This design comes from an exercise in tuning for small area, a short achievable clock period and few clock cycles on the open sky130 flow, not from production work. Function was checked by simulation only, so behaviour that the tests miss may differ from the original. Power is estimated from default activity; no workload was simulated.

### design.v
module nbc_stream_enc (
    input  wire        clk,
    input  wire        rst,
    input  wire        cmd_valid,
    output wire        cmd_ready,
    input  wire [31:0] cmd_count,
    input  wire [1:0]  cmd_mode,
    input  wire [63:0] cmd_acc,
    input  wire        in_valid,
    output wire        in_ready,
    input  wire [63:0] in_data,
    output wire        out_valid,
    input  wire        out_ready,
    output wire [63:0] out_data,
    output wire [3:0]  out_nbytes,
    output wire        out_last
);
    localparam MODE_DELTA = 2'd1;
    localparam MODE_XOR   = 2'd2;
    integer j, i;
    reg [63:0] sd [0:7];
    reg [7:0]  tv, tc, tx;
    reg        active;       
    reg [31:0] rem;          
    reg [1:0]  mode;
    reg [63:0] acc;          
    reg [2:0]  gpos;         
    reg [15:0] nz_acc;       
    reg [6:0]  m_acc;        
    reg        pend_full;
    reg [15:0] pend_nz;
    reg [7:0]  pend_m;
    reg        pend_last;    
    reg [135:0] nbuf;        
    reg [5:0]   cnt;         
    reg         fin;         
    reg [3:0]   lnb;         
    reg [4:0]   blk_n;       
    reg [6:0]   bm;          
    reg         blk_last;    
    wire v0 = tv[0];
    wire c0 = tc[0];
    wire f0 = ~c0 & tx[0];
    wire head_noop = ~v0 | (~c0 & ~tx[0] & bm[0]);
    assign out_valid  = cnt[5] | cnt[4] | fin;
    assign out_last   = fin & (cnt == 6'd16);
    assign out_data   = nbuf[63:0];
    assign out_nbytes = lnb;
    wire xfer = out_valid & out_ready;
    wire ok2     = fin ? (cnt == 6'd16) : ~cnt[5];
    wire out_ok  = (~cnt[5] & ~cnt[4]) | (out_ready & ok2);
    wire head_go = head_noop | out_ok;
    reg [63:0] t_val;
    always @(*) begin
        case (mode)
            MODE_DELTA: t_val = in_data - acc;
            MODE_XOR:   t_val = in_data ^ acc;
            default:    t_val = in_data;
        endcase
    end
    reg [15:0] nzt;
    always @(*)
        for (i = 0; i < 16; i = i + 1)
            nzt[i] = |t_val[4*i +: 4];
    wire zt = ~|nzt;
    wire last_v  = (rem == 32'd1);
    wire ins_e   = (gpos == 3'd7) | last_v;
    wire e_ok    = ~pend_full | (v0 & f0);
    wire blocked = active & ins_e & ~e_ok;
    assign cmd_ready = ~active & head_go;
    assign in_ready  = active & head_go & ~blocked;
    wire cmd_fire = cmd_valid & cmd_ready;
    wire in_fire  = in_valid & in_ready;
    wire step = head_go & (~active | in_valid | (gpos == 3'd0) | blocked);
    wire [63:0] ins_d = active ? t_val : {32'd0, cmd_count};
    wire        ins_v = in_fire | cmd_fire;
    wire        ins_x = active ? (gpos == 3'd0) : (cmd_count == 32'd0);
    wire [15:0] nz_new = ((gpos == 3'd0) ? 16'd0 : nz_acc) | nzt;
    reg  [7:0]  m_full;
    always @(*)
        for (j = 0; j < 8; j = j + 1)
            m_full[j] = (j < gpos) ? m_acc[j] : ((j == gpos) ? zt : 1'b1);
    reg [4:0] n_h;
    always @(*) begin
        n_h = 5'd0;
        for (i = 0; i < 16; i = i + 1)
            if (pend_nz[i]) n_h = i + 1;
    end
    wire       pk    = step & ~head_noop;
    wire [4:0] n_use = f0 ? n_h : blk_n;
    wire       z0    = f0 ? pend_m[0] : bm[0];
    wire       more  = f0 ? ~&pend_m[7:1] : ~&bm[6:1];
    wire [5:0] len   = c0 ? 6'd8 : ({1'b0, f0, 2'b00} + {1'b0, (z0 ? 5'd0 : n_use)});
    wire [3:0] q     = cnt[3:0];
    wire [5:0] tot0  = {2'b00, q} + len;
    wire       pad   = ~c0 & ~more & tot0[0];
    wire [5:0] tot   = tot0 + {5'd0, pad};
    wire       fin_set = c0 ? tx[0] : ((f0 ? pend_last : blk_last) & ~more);
    wire [79:0]  app   = f0 ? {sd[0], pend_m, 3'b000, n_h} : {16'd0, sd[0]};
    wire [135:0] app_s = {56'd0, app} << {q, 2'b00};
    wire [135:0] base  = xfer ? {64'd0, nbuf[135:64]} : nbuf;
    wire [5:0]   bcnt  = xfer ? cnt - 6'd16 : cnt;
    wire         bfin  = fin & ~(xfer & out_last);
    wire [5:0]   tot_r = (tot[3:0] == 4'd0) ? tot : {tot[5:4] + 2'd1, 4'd0};
    always @(posedge clk) begin
        if (step) begin
            for (j = 0; j < 7; j = j + 1)
                sd[j] <= sd[j+1];
            sd[7] <= ins_d;
            tc <= {~active, tc[7:1]};
            tx <= {ins_x, tx[7:1]};
        end
        if (in_fire)
            acc <= in_data;
        else if (cmd_fire)
            acc <= cmd_acc;
        if (cmd_fire) begin
            mode <= cmd_mode;
            rem  <= cmd_count;
            gpos <= 3'd0;
        end else if (in_fire) begin
            rem  <= rem - 32'd1;
            gpos <= ins_e ? 3'd0 : gpos + 3'd1;
            if (ins_e) begin
                pend_nz   <= nz_new;
                pend_m    <= m_full;
                pend_last <= last_v;
            end else begin
                nz_acc       <= nz_new;
                m_acc[gpos]  <= zt;
            end
        end
        if (step & v0 & ~c0) begin
            if (f0) begin
                bm       <= pend_m[7:1];
                blk_n    <= n_h;
                blk_last <= pend_last;
            end else begin
                bm <= {1'b1, bm[6:1]};
            end
        end
        if (pk & fin_set)
            lnb <= (tot[3:0] == 4'd0) ? 4'd8 : {1'b0, tot[3:1]};
        if (pk)
            nbuf <= (c0 ? 136'd0 : base) | app_s;
        else
            nbuf <= base;
        if (rst) begin
            tv        <= 8'd0;
            active    <= 1'b0;
            pend_full <= 1'b0;
            cnt       <= 6'd0;
            fin       <= 1'b0;
        end else begin
            if (step)
                tv <= {ins_v, tv[7:1]};
            if (cmd_fire)
                active <= (cmd_count != 32'd0);
            else if (in_fire & last_v)
                active <= 1'b0;
            if (in_fire & ins_e)
                pend_full <= 1'b1;
            else if (step & v0 & f0)
                pend_full <= 1'b0;
            if (pk) begin
                cnt <= fin_set ? tot_r : tot;
                fin <= fin_set;
            end else begin
                cnt <= bcnt;
                fin <= bfin;
            end
        end
    end
endmodule
### run.sh
#!/bin/bash
# synth_recipe.tcl (not shown) runs the flow's synth.tcl, then flattens the netlist and writes it again
# the make line also repeats each setting of config.mk as NAME=value (left out here)
make -C /OpenROAD-flow-scripts/flow DESIGN_CONFIG=/design/flow/config.mk WORK_HOME=/design/flow/orfs CLKGATE_MAP_FILE= SYNTH_SCRIPT=/design/flow/synth_recipe.tcl finish
### config.mk
export PLATFORM = sky130hd
export DESIGN_NAME = nbc_stream_enc
export DESIGN_NICKNAME = nbc_stream_enc
export VERILOG_FILES = /design/flow/design.v
export SDC_FILE = /design/flow/constraint.sdc
export NUM_CORES = 4
export LEC_CHECK = 0
export CAP_MARGIN = 20
export CORE_MARGIN = 2
export CORE_UTILIZATION = 40
export SLEW_MARGIN = 20
### constraint.sdc
create_clock -name core_clock -period 8.0 [get_ports {clk}]
set_input_delay 1.6000 -clock core_clock [delete_from_list [all_inputs] [get_ports {clk}]]
set_output_delay 1.6000 -clock core_clock [all_outputs]
set_load 0.01 [all_outputs]
==> run_results.csv, run 1 <==
group,metric,value,unit
run_status,status,"finished clean",
global_route,grtUsageTotal,20.0,%
placed_design,hpwlAfterDp,76600,um
global_route,grt_pass1_wl,158000,um
clocking,cts_setup_buffers,0,
clocking,cts_tree,"built",
timing,setup-violations-final,0,
global_route,grt.overflow.total,0,
route,final_antenna_net_count,0,
yosys,netlist_area,40100,um2
placed_design,dp_cells,4682,
clocking,cts_buffer_depth,3,
placed_design,io_buffer_count,238,
timing,worst_pin_slew,1130,ps
floorplan,rows,116,
timing,finalHoldViolCount,0,
clocking,clk_pin_slew,60,ps
yosys,syn_nets,3616,
yosys,synth.distinct_cells,97,
yosys,synth_edf_count,691,
yosys,synth-main-ff-cell,"edfxtp_1",
yosys,synth-seq-cells,847,
finish,fin_nets,3726,
yosys,synth_top_area_cell,"edfxtp_1",
worst_setup_path,worstSetupStartpointType,"primary input",
timing,fin_setup_tns,0,ps
global_route,antenna_found_initial,1,
yosys,netlist_instances,3364,
floorplan,die_height,321,um
timing,relSlewSlack,24.4,%
hold_path,holdCritPathClass,"flip-flop to flip-flop",
yosys,yosys_warnings,3,
route,firstDrtPassIters,7,
finish,fin_cells,4837,
power,total_power,11.5,mW
route,drt-total-wl,105000,um
route,drt_iter0_drc,2314,
flow_run,max_cap_viol_count,0,
worst_setup_path,cp_max_fo,15,
timing,rsz0062_at_grt,"no",
clocking,clkSinkCount,847,
global_route,grt_pass1_vias,25723,
worst_setup_path,crit_path_end_kind,"flip-flop",
global_route,grt_max_degree,193,
floorplan,fp.coreArea,99700,um2
timing,fin_crit,6380,ps
worst_setup_path,critical_path_class,"primary input to flip-flop",
route,vias,26681,
route,viasPerCell,5.52,
finish,antennaDiodeCount,0,
yosys,syn_avg_cell_area,11.9,um2
finish,fin_util,46.1,%
placed_design,gp_congestion,0.953,
floorplan,io_pins,239,
yosys,ys_async_sr_fraction,0,%
worst_setup_path,r2r_slack,2660,ps
finish,fin_area,46000,um2
power,p_per_area,250,nW/um2
power,p_leak,16.8,nW
floorplan,dieArea,103000,um2
power,vdd_ir_drop_max,0.171,mV
floorplan,start_util,40.2,%
yosys,ys_seq_area_share,59.5,%
clocking,clk_latency,650,ps
clocking,ctsHoldBuffers,0,
timing,finalMaxSlewViolations,0,
yosys,synth_top_cells_by_area,"edfxtp_1, mux2i_1, dfxtp_1, nand2_1, ha_1",
clocking,cts_root_buf,"clkbuf_16",
route,wire_per_inst,21.7,um
placed_design,dpl_cell_area,43300,um2
floorplan,die_width,321,um
worst_setup_path,worstPathRequired,8510,ps
finish,area_delta_synth_final,14.6,%
finish,drive_gt1_share,8.34,%
route,drc,0,
clocking,cts-buffers-inserted,88,
clocking,htreeDepth,3,
timing,period_share,79.7,%
clocking,cts-resized-gates,0,
yosys,synth_top_area_share,51.7,%
worst_setup_path,critPathArrivalTime,6880,ps
timing,max_freq,157,MHz
timing,skew,34.5,ps
metrics by stage:
step                      worst slack (ps)  hold slack, ps
after floorplan                        960             400
after global placement                1000             401
after detailed placement              1040             405
after CTS                             1710             413
after global routing                  1480             420
final                                 1620             409
worst paths after layout:
check        startpoint        end  cells past startpoint
min reg2reg   sd[2][19]  sd[1][19]                      0
max          in_data[0]   m_acc[0]                     17
min           sd[2][19]  sd[1][19]                      0
max reg2reg      rem[2]    nbuf[9]                     14
power by group:
group          switching, mW  total (mW)  internal (mW)
combinational           1.17        1.81          0.647
sequential             0.275        5.82           5.54
clock                   1.68        3.89           2.21
total                   3.12        11.5           8.40
critical path: stages:
cell and delay (ps):
clkdlybuf4s50_1 430, inv_1 90, ha_1 190, inv_1 60
fa_1 450, a211oi_2 340, o21ai_1 220, a21oi_1 220
nor3_1 70, o41a_1 420, a2111oi_0 710, nand4_1 210
nor4_1 510, and4_1 320, nand3_1 130, nor3_4 620
mux2_2 280
kinds of logic (layout without fill, tap and decap cells):
kind of cell             Yosys count  count (layout)  share of synthesized area [%]
XOR/XNOR                          57              57                           1.24
adder cells (fa/ha/maj)           85              85                           2.69
multiplexers                     416             416                           10.7
buffers and inverters            371             546                           4.20
AO/OA/AOI/OAI                    766             766                           12.4
flip-flops                       847             847                           59.5
AND/OR/NAND/NOR                  822             822                           9.35
area by class of cell:
cell class,count,area (um2)
inverters,117,448
fillers,9079,53700
repair buffers,274,2670
clock inverters,42,358
flip-flops and latches,847,23900
well taps,1298,1620
multi-input cells,2146,14600
clock buffers,113,2390
per-layer routing:
metal / global-route usage, % / vias to the layer above / wire, um
li1: - / 12791 / -
met1: 27.3 / 12863 / 47200
met2: 33.0 / 848 / 49600
met3: 2.56 / 179 / 4760
met4: 6.55 / 0 / 3370
met5: 0 / - / 0
cells in the mapped netlist, types with 19 or more instances:
master,number
edfxtp_1,691
mux2i_1,332
nand2_1,330
o21ai_0,204
nor2_1,198
a21oi_1,178
dfxtp_1,156
clkbuf_1,136
inv_1,114
ha_1,83
mux2_2,82
nor3_1,65
buf_4,64
nand4_1,48
nand3_1,47
o22ai_1,47
a21o_1,39
buf_1,33
xnor2_1,29
o221ai_1,28
xor2_1,28
a31oi_1,25
o21a_1,22
a22o_1,21
nor4_1,21
o21ai_1,21
a22oi_1,20
and2_1,19
registers in the layout, indices dropped and copies added, names as in the netlist, 2 cells and up:
| name | cells |
|---|---|
| tv | 8 |
| gpos | 3 |
| sd | 512 |
| rem | 32 |
| nbuf | 136 |
| nz_acc | 16 |
| tc | 8 |
| lnb | 4 |
| tx | 8 |
| blk_n | 5 |
| m_acc | 7 |
| pend_m | 8 |
| acc | 64 |
| cnt | 6 |
| bm | 7 |
| pend_nz | 16 |
| mode | 2 |
placed cells by master, fill, tap and decap left out, types with 48 or more instances in the layout:
master and instances:
mux2_2 82, edfxtp_1 691, nor3_1 64, inv_1 114, nor2_1 194, nand4_1 48
dfxtp_1 151, o21ai_0 204, clkbuf_16 90, mux2i_1 332, ha_1 82, clkdlybuf4s50_1 238
a21oi_1 177, nand2_1 327
Testbench counts, summed over its fixed seeds: cycles 15,202.
==> run 2, diff against run 1 <==
--- a/config.mk
+++ b/config.mk
@@ -5,7 +5,9 @@
 export SDC_FILE = /design/flow/constraint.sdc
 export NUM_CORES = 4
 export LEC_CHECK = 0
+export ABC_CLOCK_PERIOD_IN_PS = 3500
 export CAP_MARGIN = 20
 export CORE_MARGIN = 2
 export CORE_UTILIZATION = 40
+export SETUP_SLACK_MARGIN = 4.5
 export SLEW_MARGIN = 20
==> run_results.csv, run 2 <==
group,metric,value,unit
finish,fillers,8585,
worst_setup_path,slowest_delay,550,ps
power,clkPwrFrac,33.3,%
placed_design,hpwlAfterDp,75500,um
route,final_antenna_net_count,0,
worst_setup_path,crit_path_end_kind,"flip-flop",
yosys,synth-main-ff-cell,"edfxtp_1",
clocking,cts_buffer_depth,3,
hold_path,holdCritPathClass,"flip-flop to flip-flop",
route,drt_iter0_drc,2571,
clocking,cts-buffers-inserted,88,
finish,fin_nets,4006,
floorplan,fp.coreArea,99700,um2
power,switching_share,27.7,%
finish,area_delta_synth_final,28.6,%
worst_setup_path,timing.rr.end,"pend_m[1]",
flow_run,max_cap_viol_count,0,
timing,relSlewSlack,25.5,%
power,p_switching,3.41,mW
finish,mostFrequentLayoutCells,"edfxtp_1, mux2i_1, nand2_1",
power,p_int,8.91,mW
yosys,netlist_instances,3364,
clocking,clk_pin_slew,60,ps
floorplan,start_util,40.2,%
timing,rsz0062_at_grt,"yes",
power,p_leak,19.0,nW
floorplan,rows,116,
global_route,antenna_found_initial,0,
power,vdd_ir_drop_max,0.209,mV
placed_design,dpl_cell_area,43300,um2
floorplan,die_width,321,um
yosys,syn_avg_cell_area,11.9,um2
timing,finalHoldViolCount,0,
global_route,grt_max_degree,94,
clocking,htreeDepth,3,
timing,setup-violations-final,0,
yosys,syn_nets,3616,
power,power_frac_comb,19.4,%
finish,regMostFlops,"sd",
finish,drive_gt1_share,25.1,%
worst_setup_path,worstPathRequired,8500,ps
clocking,cts_root_buf,"clkbuf_16",
yosys,synth-seq-cells,847,
clocking,clkSinkCount,847,
placed_design,gp_congestion,1.00,
worst_setup_path,worstPathCellList,"buf_8 > inv_12 > ha_4 > inv_2 > fa_2 > a211oi_4 > o211ai_2 > a31oi_4 > a211oi_4 > o311a_1 > o2111ai_2 > o211ai_1 > a2111oi_2 > o211ai_1 > or4_4 > nor3_4 > buf_12 > o22a_1",
global_route,grt.overflow.total,0,
yosys,synth_top_area_share,51.7,%
worst_setup_path,cp_top_family,"compound AO/OA/AOI/OAI gates",
worst_setup_path,endpoint,"pend_m[1]",
worst_setup_path,critical_path_class,"primary input to flip-flop",
yosys,netlist_area,40100,um2
hold_path,min_from,"sd[6][29]",
route,vias,28706,
finish,fin_area,51600,um2
timing,fin_setup_tns,0,ps
hold_path,min_path_cells,0,
route,drt-total-wl,116000,um
timing,period_share,62.0,%
floorplan,dieArea,103000,um2
worst_setup_path,worstSetupStartpointType,"primary input",
finish,mostFrequentLayoutCell,"edfxtp_1",
power,p_seq_share,47.2,%
timing,worst_pin_slew,1120,ps
timing,finalMaxSlewViolations,0,
clocking,cts_tree,"built",
placed_design,io_buffer_count,238,
finish,antennaDiodeCount,0,
clocking,clk_latency,670,ps
yosys,synth_top_area_cell,"edfxtp_1",
worst_setup_path,timing.rr.start,"mode[1]",
finish,reg.largest.list,"sd: 512 flops, nbuf: 136 flops, acc: 64 flops",
yosys,synth.distinct_cells,97,
timing,skew,45.3,ps
finish,largest_reg_flops,512,
yosys,synth_edf_count,691,
yosys,synth_common_cells,"edfxtp_1, mux2i_1, nand2_1",
yosys,synth_top_cells_by_area,"edfxtp_1, mux2i_1, dfxtp_1, nand2_1, ha_1",
route,firstDrtPassIters,9,
worst_setup_path,setup.worst_path.start,"in_data[0]",
yosys,synth.most_common_cell,"edfxtp_1",
worst_setup_path,worst-path-stages,18,
floorplan,io_pins,239,
timing,fin_crit,4960,ps
route,viasPerCell,5.60,
timing,max_freq,202,MHz
worst_setup_path,r2r_slack,3640,ps
floorplan,die_height,321,um
global_route,grtUsageTotal,21.6,%
worst_setup_path,cpMaxStageDelayCell,"or4_4",
worst_setup_path,r2r_cells,12,
route,drc,0,
yosys,yosys_warnings,3,
worst_setup_path,cp_max_fo,15,
global_route,grt_pass1_wl,170000,um
yosys,ys_async_sr_fraction,0,%
global_route,grt_pass1_vias,27542,
worst_setup_path,critPathArrivalTime,5460,ps
worst_setup_path,critPathBufInv,4,
run_status,status,"finished clean",
power,p_per_area,239,nW/um2
yosys,ys_seq_area_share,59.5,%
route,wire_per_inst,22.7,um
-- run 2: layout make-up --
type | instances | area (um2) | share of cell area [%]
Clock buffer | 109 | 2300 | 4.46
Multi-Input combinational cell | 2146 | 17300 | 33.6
Timing Repair Buffer | 552 | 5360 | 10.4
Tap cell | 1298 | 1620 | 3.15
Timing Repair inverter | 2 | 17.5 | 0.0339
Clock inverter | 51 | 592 | 1.15
Sequential cell | 847 | 23900 | 46.3
Inverter | 117 | 483 | 0.936
-- run 2: worst min-delay path by stage --
stage	to
detailed placement	sd[0][29]
global placement	sd[5][19]
floorplan	sd[0][0]
CTS	sd[6][19]
global route	sd[2][4]
finish	sd[5][29]
-- run 2: worst reg2reg max path: stages, from the launching register on --
cell	delay, ps
edfxtp_1	390
ha_2	830
inv_2	100
buf_4	280
o21ai_0	890
and4_1	340
nand4_1	160
nor4_2	250
and4_1	300
nand3_1	150
nor3_4	170
buf_12	170
o22a_1	170
-- run 2: per-layer routing --
layer / wire [um] / share of wire (%) / vias to the layer above / global-route usage [%]
met2: 55200 / 48 / 1181 / 35.2
met4: 5830 / 5.0 / 0 / 9.90
met1: 48700 / 42 / 13881 / 28.5
li1: - / - / 13342 / -
met5: 0 / 0 / - / 0
met3: 6400 / 5.5 / 302 / 3.02
-- run 2: cell families (layout without fill, tap and decap cells) --
family | after synthesis | after routing | share of synthesized area, %
DFF | 847 | 847 | 59.5
and+or+nand+nor | 822 | 822 | 9.35
AOI/OAI and AO/OA | 766 | 766 | 12.4
muxes | 416 | 416 | 10.7
buffers and inverters | 371 | 831 | 4.20
adders and majority gates | 85 | 85 | 2.69
xor gates and xnor gates | 57 | 57 | 1.24
-- run 2: what timing repair did --
item | 4_1_cts | 5_1_grt
cloned | 8 | 11
buffers inserted | 203 | 61
pin swaps | 127 | 101
hold buffers | 0 | 0
resized for setup | 566 | 238
endpoints found under the setup margin | 925 | 729
endpoints found under the hold margin | 0 | 0
-- run 2: power groups by stage --
stage                     Clock [mW]  Sequential, mW  Combinational [mW]
after floorplan                    0            5.77                1.20
after global placement             0            5.90                1.79
after detailed placement           0            5.92                1.79
after CTS                       4.20            5.83                2.19
after global routing            4.38            5.88                2.54
final                           4.11            5.82                2.39
-- run 2: metrics by stage --
stage,util [%],cells,hold WS [ps],power (mW),setup WS [ps]
floorplan,-,3364,400,6.96,2920
global placement,43.5,4679,400,7.69,1220
global route,51.8,5122,416,12.8,2950
detailed placement,43.5,4679,405,7.71,1170
CTS,50.3,5050,406,12.2,3130
finish,51.8,5122,402,12.3,3040
==> run 3, diff against run 2 <==
==> config.mk (replaced) <==
export PLATFORM = sky130hd
export DESIGN_NAME = nbc_stream_enc
export DESIGN_NICKNAME = nbc_stream_enc
export VERILOG_FILES = /design/flow/design.v
export SDC_FILE = /design/flow/constraint.sdc
export NUM_CORES = 4
export LEC_CHECK = 0
export ABC_CLOCK_PERIOD_IN_PS = 4000
export CAP_MARGIN = 20
export CORE_MARGIN = 2
export CORE_UTILIZATION = 65
export PLACE_DENSITY = 0.75
export SETUP_SLACK_MARGIN = 4.0
export SLEW_MARGIN = 20
==> run_results.csv, run 3 <==
group,metric,value,unit
floorplan,rows,91,
finish,fin_cells,4528,
yosys,ys_async_sr_fraction,0,%
power,p_per_area,256,nW/um2
clocking,cts_tree,"built",
worst_setup_path,cp_max_fo,7,
power,vdd_ir_drop_max,0.198,mV
yosys,ys_seq_area_share,59.5,%
hold_path,holdCritPathClass,"flip-flop to flip-flop",
placed_design,gp_congestion,0.973,
floorplan,die_width,252,um
finish,fillers,3173,
power,total_power,12.7,mW
placed_design,io_buffer_count,238,
yosys,netlist_instances,3364,
route,drc,0,
clocking,cts-buffers-inserted,83,
yosys,synth-seq-cells,847,
finish,area_delta_synth_final,24.0,%
global_route,grt_pass1_vias,30739,
timing,skew,54.8,ps
clocking,clk_latency,690,ps
yosys,synth.most_common_cell,"edfxtp_1",
yosys,synth_edf_count,691,
worst_setup_path,critPathArrivalTime,5940,ps
yosys,synth_common_cells,"edfxtp_1, mux2i_1, nand2_1",
finish,multi_input_area,17000,um2
route,routed-wl-met2,64900,um
floorplan,dieArea,63700,um2
finish,seq_area,23900,um2
route,wl_met3,16400,um
flow_run,max_cap_viol_count,0,
finish,mostFrequentLayoutCell,"edfxtp_1",
finish,fin_nets,3914,
worst_setup_path,critical_path_class,"primary input to flip-flop",
floorplan,io_pins,239,
timing,setup-violations-final,0,
timing,fin_crit,5410,ps
floorplan,start_util,65.4,%
route,drt-total-wl,141000,um
worst_setup_path,path_common_cell,"buf_12",
finish,mostFrequentLayoutCells,"edfxtp_1, mux2i_1, nand2_1",
timing,relSlewSlack,13.7,%
timing,rsz0062_at_grt,"yes",
worst_setup_path,slowest_delay,430,ps
clocking,cts_buffer_depth,3,
clocking,htreeDepth,3,
worst_setup_path,worstPathCellList,"buf_12 > inv_12 > ha_4 > inv_2 > fa_2 > a211oi_4 > o211ai_2 > a31oi_4 > buf_6 > buf_6 > xor2_1 > o221ai_1 > nor3b_2 > o211ai_1 > nor4_2 > and4_4 > nand3_4 > nor3_4 > buf_12 > buf_12 > buf_16 > o22a_1",
worst_setup_path,worstPathRequired,8530,ps
clocking,clk_pin_slew,70,ps
finish,regMostFlops,"sd",
yosys,syn_nets,3616,
clocking,cts_root_buf,"clkbuf_16",
placed_design,hpwlAfterDp,81400,um
route,final_antenna_net_count,0,
power,p_leak,18.4,nW
worst_setup_path,timing.rr.start,"mode[0]",
clocking,clkSinkCount,847,
floorplan,die_height,252,um
finish,drive_gt1_share,21.6,%
worst_setup_path,crit_path_end_kind,"flip-flop",
yosys,synth.distinct_cells,97,
yosys,syn_avg_cell_area,11.9,um2
placed_design,dp_cells,4172,
global_route,grt_pass1_wl,195000,um
worst_setup_path,worstSetupStartpointType,"primary input",
route,wire_per_inst,31.2,um
finish,reg.largest.list,"sd: 512 flops, nbuf: 136 flops, acc: 64 flops",
finish,largest_reg_flops,512,
route,dr.max_layer_used,"met5",
global_route,grt_max_degree,100,
clocking,ctsHoldBuffers,0,
timing,period_share,67.6,%
yosys,synth-main-ff-cell,"edfxtp_1",
timing,finalHoldViolCount,0,
floorplan,fp.coreArea,61400,um2
timing,worst_pin_slew,1260,ps
route,vias,32185,
global_route,antenna_found_initial,6,
route,drt_iter0_drc,5525,
run_status,status,"finished clean",
yosys,synth_top_area_share,51.7,%
worst_setup_path,setup.worst_path.start,"in_data[0]",
yosys,synth_top_area_cell,"edfxtp_1",
route,firstDrtPassIters,9,
yosys,yosys_warnings,3,
route,viasPerCell,7.11,
timing,max_freq,185,MHz
worst_setup_path,cpMaxStageDelayCell,"nor4_2",
route,m1WireLength,47600,um
global_route,grt.overflow.total,0,
timing,fin_setup_tns,0,ps
timing,finalMaxSlewViolations,0,
yosys,synth_top_cells_by_area,"edfxtp_1, mux2i_1, dfxtp_1, nand2_1, ha_1",
global_route,grtUsageTotal,41.4,%
yosys,netlist_area,40100,um2
hold_path,min_from,"sd[5][14]",
==> run 3: cell types whose count changed in the layout (fill, tap and decap cells not counted), sizes merged, moves of 3 or more <==
| cell | change |
|---|---|
| buf | -94 |
| clkbuf | -25 |
| clkdlybuf4s50 | +9 |
| diode | +8 |
| dlymetal6s2s | +8 |
| clkinv | -6 |
| clkinvlp | +6 |
| bufbuf | +5 |
| clkdlybuf4s15 | -3 |
==> run 3: metal layers <==
layer / vias to the layer above / global-route usage, %
li1: 13165 / -
met1: 15236 / 50.0
met2: 2927 / 66.5
met3: 851 / 9.25
met4: 6 / 28.9
met5: - / 0
==> run 3: logic make-up after synthesis <==
family          count (synthesis)  share of synthesized area (%)
flops                         847                           59.5
simple gates                  822                           9.35
buf+inv                       371                           4.20
xor+xnor                       57                           1.24
fa+ha+maj                      85                           2.69
compound gates                766                           12.4
mux                           416                           10.7
==> run 3: worst paths after layout <==
kind         slack [ps]   endpoint  cells after the start
max                2590  pend_m[1]                     22
min reg2reg         400  sd[4][14]                      0
min                 400  sd[4][14]                      0
max reg2reg        2820  pend_m[1]                     19
==> run 3: report_power, final <==
group	leakage (nW)	total, mW	switching (mW)	internal (mW)
combinational	8.35	2.48	1.55	0.932
sequential	8.66	5.93	0.378	5.55
clock	1.41	4.31	1.91	2.41
total	18.4	12.7	3.84	8.89
==> run 3: cell type report <==
type,count,area share [%]
Clock inverter,53,1.50
Clock buffer,100,4.44
Timing Repair inverter,2,0.0352
Tap cell,790,1.99
Timing Repair Buffer,463,8.88
Sequential cell,847,48.0
Inverter,117,0.981
Multi-Input combinational cell,2148,34.1
Antenna cell,8,0.0402
==> run 3: metrics by stage <==
step	util, %	hold slack [ps]	setup WS [ps]	instance area (um2)
global route	81.1	406	2580	49700
global placement	69.7	400	1190	42800
detailed placement	69.7	405	1020	42800
finish	81.1	397	2590	49800
floorplan	-	400	2920	40300
CTS	79.1	393	2870	48500
==> run 3: worst max-delay path, delay by kind of cell <==
kind / cells / cell delay, ps
compound gates: 6 / 1510
simple gates: 5 / 1370
buf+inv: 8 / 790
fa+ha+maj: 2 / 510
xor+xnor: 1 / 150
==> run 3: what timing repair did <==
item	in CTS	in global routing
setup buffers	109	75
cloned	9	2
pin swaps	114	112
resized for setup	427	162
setup endpoints to repair	811	94

==> port drivers added, routing unchanged <==
No port has a modelled driver above. Below, the same layouts with a new extraction and two added sets of constraints. Step 1 (the two cells are an assumption about what drives the block):
set clk [get_ports {clk}]
set_driving_cell -lib_cell sky130_fd_sc_hd__clkbuf_16 $clk
set_driving_cell -lib_cell sky130_fd_sc_hd__buf_2 [delete_from_list [all_inputs] $clk]
Step 2 times the ports against the registers' clock, not the clock port: input delays grow and output delays shrink by t, the midpoint of the rising clock arrivals with the driver on. Slacks: no drivers / after step 1 / after step 2; pairs: no drivers / after step 1.
run | shift t [ns] | setup WS [ns] | worst slew at a driven data input, ns
run 1 | 0.707 | 1.621 / 1.664 / 0.957 | 0.06
run 2 | 0.716 | 3.039 / 3.067 / 2.351 | 0.08
run 3 | 0.731 | 2.589 / 2.605 / 1.874 | 0.06
After both steps every run listed still meets setup and hold. For run 3, which loses most, drivers alone change the setup slack by +0.016 ns; drivers and shift together by -0.715 ns.
